What follows belongs to an exercise in optimizing a design on an open flow for small area, a short achievable clock period and few clock cycles per item; a production flow would make more cautious choices. RTL that was checked went through simulation tests only; none was proved equivalent to the original.

Design fpdiv, start of the top module:
module fpdiv (
    input  wire        clk,
    input  wire        rst,           
    input  wire        in_valid,
    output wire        in_ready,
    input  wire [31:0] in_a,          
    input  wire [31:0] in_b,          
    output reg         out_valid,
    output reg  [31:0] out_result
);
Settings: LEC_CHECK=0, CAP_MARGIN=20, CORE_MARGIN=2, CORE_UTILIZATION=40, SLEW_MARGIN=20; clock period 10.0 ns.
run.sh (not shown) runs the stock make flow with config.mk's settings and CLKGATE_MAP_FILE= SYNTH_SCRIPT=/design/flow/synth_recipe.tcl, a recipe that flattens the netlist after the stock synthesis.
Rerun with:
--- a/flow/design.v
+++ b/flow/design.v
@@ -102,18 +102,18 @@
     wire [28*NP-1:0] wc_n;
     wire [3*NP-1:0]  qd_n;
     genvar g;
     generate
         for (g = 1; g <= NS; g = g + 1) begin : st
             wire [22:0] bf  = b_p[23*g +: 23];
             wire [29:0] d1  = {4'b0000, 1'b1, bf, 2'b00};
             wire [29:0] d2  = {3'b000, 1'b1, bf, 3'b000};
-            wire [27:0] ws  = ws_p[28*g +: 28];
-            wire [27:0] wc  = wc_p[28*g +: 28];
+            wire [27:0] ws  = ~ws_p[28*g +: 28];
+            wire [27:0] wc  = ~wc_p[28*g +: 28];
             reg  [7:0]  k2, k1, k0, kn;
             always @(*) begin
                 case (bf[22:20])
                     3'd0: begin k2 = 8'd244; k1 = 8'd252; k0 = 8'd4; kn = 8'd13; end
                     3'd1: begin k2 = 8'd242; k1 = 8'd252; k0 = 8'd6; kn = 8'd15; end
                     3'd2: begin k2 = 8'd241; k1 = 8'd252; k0 = 8'd6; kn = 8'd16; end
                     3'd3: begin k2 = 8'd240; k1 = 8'd252; k0 = 8'd6; kn = 8'd18; end
                     3'd4: begin k2 = 8'd238; k1 = 8'd250; k0 = 8'd8; kn = 8'd20; end
@@ -131,32 +131,32 @@
             wire        n1  = t0[7] & ~tn[7];
             wire        n2  = tn[7];
             wire [29:0] y  = ({30{p1}} & ~d1) | ({30{p2}} & ~d2) |
                              ({30{n1}} &  d1) | ({30{n2}} &  d2);
             wire [29:0] a4 = {ws, 2'b00};
             wire [29:0] c4 = {wc, 2'b00};
             wire [29:0] ts = a4 ^ c4 ^ y;
             wire [29:0] tc = (a4 & c4) | (a4 & y) | (c4 & y);
-            assign ws_n[28*g +: 28] = ts[27:0];
-            assign wc_n[28*g +: 28] = {tc[26:0], p1 | p2};
+            assign ws_n[28*g +: 28] = ~ts[27:0];
+            assign wc_n[28*g +: 28] = ~{tc[26:0], p1 | p2};
             assign qd_n[3*g +: 3]   = {n1 | n2, p2 | n2, p1 | n1};
         end
     endgenerate
     integer n;
     always @(posedge clk) begin
         if (rst) v_p <= {NP{1'b0}};
         else     v_p <= {v_p[NP-2:1], v0_go, 1'b0};
         s_p[1]         <= s0;
         spc_1          <= spc1;
         lt1            <= a_lt_b;
         eh1            <= e_hi;
         b_p[23 +: 23]  <= mb0[22:0];
-        ws_p[28 +: 28] <= w0;
-        wc_p[28 +: 28] <= 28'd0;
+        ws_p[28 +: 28] <= ~w0;
+        wc_p[28 +: 28] <= ~28'd0;
         qd_p[39 +: 39] <= 39'd0;
         e_p[18 +: 9]   <= ex2;
         for (n = 1; n <= NS; n = n + 1) begin
             s_p[n+1]              <= s_p[n];
             if (n >= 2) e_p[9*(n+1) +: 9] <= e_p[9*n +: 9];
             b_p[23*(n+1) +: 23]   <= b_p[23*n +: 23];
             ws_p[28*(n+1) +: 28]  <= ws_n[28*n +: 28];
             wc_p[28*(n+1) +: 28]  <= wc_n[28*n +: 28];
@@ -174,18 +174,18 @@
     end
     wire [24:0] qa_n = {1'b0, lpos} - {1'b0, lneg};
     reg  [24:0] qa_f;                 
     reg  [2:0]  qd_f;                 
     always @(posedge clk) begin
         qa_f <= qa_n;
         qd_f <= qd_n[3*NS +: 3];
     end
-    wire [27:0] fws = ws_p[28*(NS+1) +: 28];
-    wire [27:0] fwc = wc_p[28*(NS+1) +: 28];
+    wire [27:0] fws = ~ws_p[28*(NS+1) +: 28];
+    wire [27:0] fwc = ~wc_p[28*(NS+1) +: 28];
     wire [27:0] fb  = {3'b001, b_p[23*(NS+1) +: 23], 2'b00};
     wire [27:0] fw  = fws + fwc;                       
     wire        neg = fw[27];
     wire [27:0] zs  = fws ^ fwc ^ fb;
     wire [27:0] zc  = {(fws[26:0] & fwc[26:0] | fws[26:0] & fb[26:0] | fwc[26:0] & fb[26:0]), 1'b0};
     wire        z0  = ((fws ^ fwc) == {(fws[26:0] | fwc[26:0]), 1'b0});
     wire        zb  = ((zs ^ zc) == {(zs[26:0] | zc[26:0]), 1'b0});
     wire signed [3:0] dl  = qd_f[2] ? -$signed({2'b00, qd_f[1:0]}) : $signed({2'b00, qd_f[1:0]});
What happened: The new run completed without violations. Cell area grows by about 2.7%. Via count grows by about 6%. Setup slack improved by 460 ps. Core utilization hardly moves. Register-to-register slack improved by 460 ps. Global-route usage grows by 1.6 points. Clock-buffer cell count grows by 5. Worst hold slack got worse by 6.3 ps. Synthesized cell count grows by 4.7%. Cell count grows by about 4%. Die area grows by about 2.7%.
No run of this note included a check of the RTL's function; only the layout flow was run.

---

The RTL this note starts from:
==> flow/design.v <==
module fpdiv #(
    parameter integer K = 3             
) (
    input  wire        clk,
    input  wire        rst,           
    input  wire        in_valid,
    output wire        in_ready,
    input  wire [31:0] in_a,          
    input  wire [31:0] in_b,          
    output reg         out_valid,
    output reg  [31:0] out_result
);
    localparam integer NS = 24 / K;   
    localparam [1:0] C_FIN  = 2'd0;
    localparam [1:0] C_ZERO = 2'd1;
    localparam [1:0] C_INF  = 2'd2;
    localparam [1:0] C_NAN  = 2'd3;
    reg        rdy_q;                 
    reg        v0;
    reg        s0;                    
    reg  [7:0] ea0, eb0;
    reg [23:0] ma0, mb0;              
    reg        az0, bz0;              
    reg signed [5:0] c0;              
    assign in_ready = rdy_q;
    wire in_az = (in_a[30:0] == 31'd0);
    wire in_bz = (in_b[30:0] == 31'd0);
    wire in_ha = (in_a[30:23] != 8'd0);
    wire in_hb = (in_b[30:23] != 8'd0);
    wire need_a = ~ma0[23] & ~az0;
    wire need_b = ~mb0[23] & ~bz0;
    always @(posedge clk) begin
        if (rdy_q) begin
            s0  <= in_a[31] ^ in_b[31];
            ea0 <= in_a[30:23];
            eb0 <= in_b[30:23];
            ma0 <= {in_ha, in_a[22:0]};
            mb0 <= {in_hb, in_b[22:0]};
            az0 <= in_az;
            bz0 <= in_bz;
            c0  <= 6'sd0;
        end else begin
            if (need_a) ma0 <= {ma0[22:0], 1'b0};
            if (need_b) mb0 <= {mb0[22:0], 1'b0};
            c0 <= c0 + (need_b ? 6'sd1 : 6'sd0) - (need_a ? 6'sd1 : 6'sd0);
        end
    end
    always @(posedge clk) begin
        if (rst) begin
            rdy_q <= 1'b1;
            v0    <= 1'b0;
        end else if (rdy_q) begin
            v0    <= in_valid;
            rdy_q <= ~in_valid | (in_ha | in_az) & (in_hb | in_bz);
        end else begin
            rdy_q <= ~(need_a & ~ma0[22]) & ~(need_b & ~mb0[22]);
        end
    end
    wire v0_go = v0 & rdy_q;
    wire a_nan = (ea0 == 8'hFF) & (ma0[22:0] != 23'd0);
    wire b_nan = (eb0 == 8'hFF) & (mb0[22:0] != 23'd0);
    wire a_inf = (ea0 == 8'hFF) & (ma0[22:0] == 23'd0);
    wire b_inf = (eb0 == 8'hFF) & (mb0[22:0] == 23'd0);
    wire [24:0] d_1 = {1'b0, ma0} - {1'b0, mb0};           
    wire [24:0] d_2 = {ma0, 1'b0} - {1'b0, mb0};           
    wire        a_lt_b = d_1[24];
    wire [23:0] r1 = a_lt_b ? d_2[23:0] : d_1[23:0];
    wire signed [9:0] xa = (ea0 == 8'd0) ? 10'sd1 : $signed({2'b00, ea0});
    wire signed [9:0] xb = (eb0 == 8'd0) ? 10'sd1 : $signed({2'b00, eb0});
    wire signed [9:0] e_hi = xa - xb + {{4{c0[5]}}, c0} + 10'sd127;
    wire signed [9:0] e_lo = e_hi - 10'sd1;
    wire signed [9:0] e1 = a_lt_b ? e_lo : e_hi;
    wire e_ovf = a_lt_b ? (e_lo > 10'sd254) : (e_hi > 10'sd254);
    wire e_unf = a_lt_b ? (e_lo < -10'sd23) : (e_hi < -10'sd23);
    localparam signed [8:0] E_INF  = 9'sd255;
    localparam signed [8:0] E_ZERO = -9'sd24;
    localparam signed [8:0] E_NAN  = 9'h100;
    reg signed [8:0] ex1;
    always @(*) begin
        if (a_nan | b_nan | (a_inf & b_inf) | (az0 & bz0)) ex1 = E_NAN;
        else if (a_inf | bz0)                               ex1 = E_INF;
        else if (b_inf | az0)                               ex1 = E_ZERO;
        else if (e_ovf)                                     ex1 = E_INF;
        else if (e_unf)                                     ex1 = E_ZERO;
        else                                                ex1 = e1[8:0];
    end
    localparam integer NP = NS + 2;
    reg [NP-1:0]      v_p;
    reg [NP-1:0]      s_p;
    reg [9*NP-1:0]    e_p;
    reg [23*NP-1:0]   b_p;
    reg [26*NP-1:0]   ws_p;           
    reg [26*NP-1:0]   wc_p;           
    reg [24*NP-1:0]   qp_p;           
    reg [24*NP-1:0]   qn_p;           
    wire [26*NP-1:0] ws_n;
    wire [26*NP-1:0] wc_n;
    wire [K*NP-1:0]  qp_n;
    wire [K*NP-1:0]  qn_n;
    genvar g;
    generate
        for (g = 1; g <= NS; g = g + 1) begin : st
            reg [25:0]    ws, wc, y, ts, tc;
            reg [3:0]     est;
            reg           qpos, qneg;
            reg [K-1:0]   qpb, qnb;
            wire [25:0]   bb = {3'b001, b_p[23*g +: 23]};
            integer       i;
            always @(*) begin
                ws = ws_p[26*g +: 26];
                wc = wc_p[26*g +: 26];
                for (i = 0; i < K; i = i + 1) begin
                    est  = ws[25:22] + wc[25:22];
                    qpos = ~est[3];
                    qneg = est[3] & ~(est[2:0] == 3'b111);
                    y    = qpos ? ~bb : (qneg ? bb : 26'd0);
                    ts   = {ws[24:0], 1'b0} ^ {wc[24:0], 1'b0} ^ y;
                    tc   = ({ws[24:0], 1'b0} & {wc[24:0], 1'b0}) |
                           ({ws[24:0], 1'b0} & y) | ({wc[24:0], 1'b0} & y);
                    ws   = ts;
                    wc   = {tc[24:0], qpos};
                    qpb[K-1-i] = qpos;
                    qnb[K-1-i] = qneg;
                end
            end
            assign ws_n[26*g +: 26] = ws;
            assign wc_n[26*g +: 26] = wc;
            assign qp_n[K*g +: K]   = qpb;
            assign qn_n[K*g +: K]   = qnb;
        end
    endgenerate
    integer n;
    always @(posedge clk) begin
        if (rst) v_p <= {NP{1'b0}};
        else     v_p <= {v_p[NP-2:1], v0_go, 1'b0};
        s_p[1]         <= s0;
        e_p[9 +: 9]    <= ex1;
        b_p[23 +: 23]  <= mb0[22:0];
        ws_p[26 +: 26] <= {2'b00, r1};
        wc_p[26 +: 26] <= 26'd0;
        qp_p[24 +: 24] <= 24'd0;
        qn_p[24 +: 24] <= 24'd0;
        for (n = 1; n <= NS; n = n + 1) begin
            s_p[n+1]              <= s_p[n];
            e_p[9*(n+1) +: 9]     <= e_p[9*n +: 9];
            b_p[23*(n+1) +: 23]   <= b_p[23*n +: 23];
            ws_p[26*(n+1) +: 26]  <= ws_n[26*n +: 26];
            wc_p[26*(n+1) +: 26]  <= wc_n[26*n +: 26];
            qp_p[24*(n+1) +: 24]  <= {qp_p[24*n +: 24-K], qp_n[K*n +: K]};
            qn_p[24*(n+1) +: 24]  <= {qn_p[24*n +: 24-K], qn_n[K*n +: K]};
        end
    end
    wire [25:0] fws = ws_p[26*(NS+1) +: 26];
    wire [25:0] fwc = wc_p[26*(NS+1) +: 26];
    wire [25:0] fb  = {3'b001, b_p[23*(NS+1) +: 23]};
    wire [25:0] fw  = fws + fwc;                       
    wire        neg = fw[25];
    wire [25:0] zs  = fws ^ fwc ^ fb;
    wire [25:0] zc  = {(fws & fwc | fws & fb | fwc & fb), 1'b0};
    wire        z0  = ((fws ^ fwc) == {(fws[24:0] | fwc[24:0]), 1'b0});
    wire        zb  = ((zs ^ zc[25:0]) == {(zs[24:0] | zc[24:0]), 1'b0});
    wire [23:0] qv  = qp_p[24*(NS+1) +: 24] + ~qn_p[24*(NS+1) +: 24] + {23'd0, ~neg};
    reg         v_e, s_e, stk_e;
    reg  [8:0]  e_e;
    reg  [23:0] q_e;
    always @(posedge clk) begin
        if (rst) v_e <= 1'b0;
        else     v_e <= v_p[NS+1];
        s_e   <= s_p[NS+1];
        e_e   <= e_p[9*(NS+1) +: 9];
        q_e   <= qv;
        stk_e <= ~(z0 | zb);
    end
    wire signed [8:0] ef = e_e;
    wire        is_nan = ef[8] & ~ef[7];
    wire        is_inf = (ef == E_INF);
    wire        subn = ef[8] | (ef[7:0] == 8'd0);
    wire [4:0]  sh   = subn ? (5'd1 - ef[4:0]) : 5'd0;    
    wire [24:0] x    = {1'b1, q_e};                       
    wire [49:0] xs   = {x, 25'd0} >> sh;
    wire [23:0] m    = xs[49:26];
    wire        gb   = xs[25];
    wire        stk  = stk_e | (xs[24:0] != 25'd0);
    wire        rnd  = gb & (stk | m[0]);
    wire [7:0]  ef8  = subn ? 8'd0 : ef[7:0];
    wire [30:0] pk   = {ef8, m[22:0]} + {30'd0, rnd};
    reg  [31:0] res;
    always @(*) begin
        if (is_nan)      res = 32'h7FC00000;
        else if (is_inf) res = {s_e, 8'hFF, 23'd0};
        else             res = {s_e, pk};
    end
    always @(posedge clk) begin
        if (rst) out_valid <= 1'b0;
        else     out_valid <= v_e;
        out_result <= res;
    end
endmodule
export LEC_CHECK = 0
export CAP_MARGIN = 20
export CORE_MARGIN = 2
export CORE_UTILIZATION = 40
export SETUP_SLACK_MARGIN = 5
export SLEW_MARGIN = 20
create_clock -name core_clock -period 10.0 [get_ports {clk}]
Edit:
--- a/flow/design.v
+++ b/flow/design.v
@@ -1,8 +1,8 @@
 module fpdiv #(
-    parameter integer K = 3             
+    parameter integer K = 2             
 ) (
     input  wire        clk,
     input  wire        rst,           
     input  wire        in_valid,
     output wire        in_ready,
     input  wire [31:0] in_a,          
Effect: Setup slack is better by 1300 ps. Core utilization decreases by 7.4 points. Final cell count drops by 5.2%. Count of clock-buffer cells in the layout rises by 79. Global-route usage falls by 5.2 points. Sequential cell count rises by 424. Routed wire length fell by 17%.
Testbench counts after the change, summed over its fixed seeds: cycles 8,128, items 8,000.
Function not checked in the first run of this note: the RTL went through the layout flow alone.

[re-timing with driven ports]
The results above use ideal ports. As a check the final layouts listed here were re-extracted and re-timed, cells and wires unchanged. Step 1 sets driving cells, clkbuf_16 on the clock port and buf_2 on the other inputs (assumed; they add their load-dependent delay and slew). Step 2 adds t to the input delays and takes it off the output delays; t is the mean of the earliest and latest rising clock arrival at the registers after step 1. Input paths then give back, and output paths get back, about the clock's delay inside the block. Slacks: ideal ports / drivers / drivers and shift; pairs: ideal ports / drivers.
| run | t, ns | setup WS [ns] | slew at the worst register clock pin (ns) |
|---|---|---|---|
| the first run of note 1 | 0.849 | 4.809 / 4.809 / 4.809 | 0.06 / 0.06 |
| the second run of note 1 | 0.872 | 5.272 / 5.272 / 5.272 | 0.07 / 0.07 |
| the first run of note 2 | 0.802 | 3.704 / 3.704 / 3.704 | 0.07 / 0.07 |
| the second run of note 2 | 0.850 | 5.021 / 5.021 / 5.021 | 0.07 / 0.07 |
After both steps every run listed still meets setup and hold.
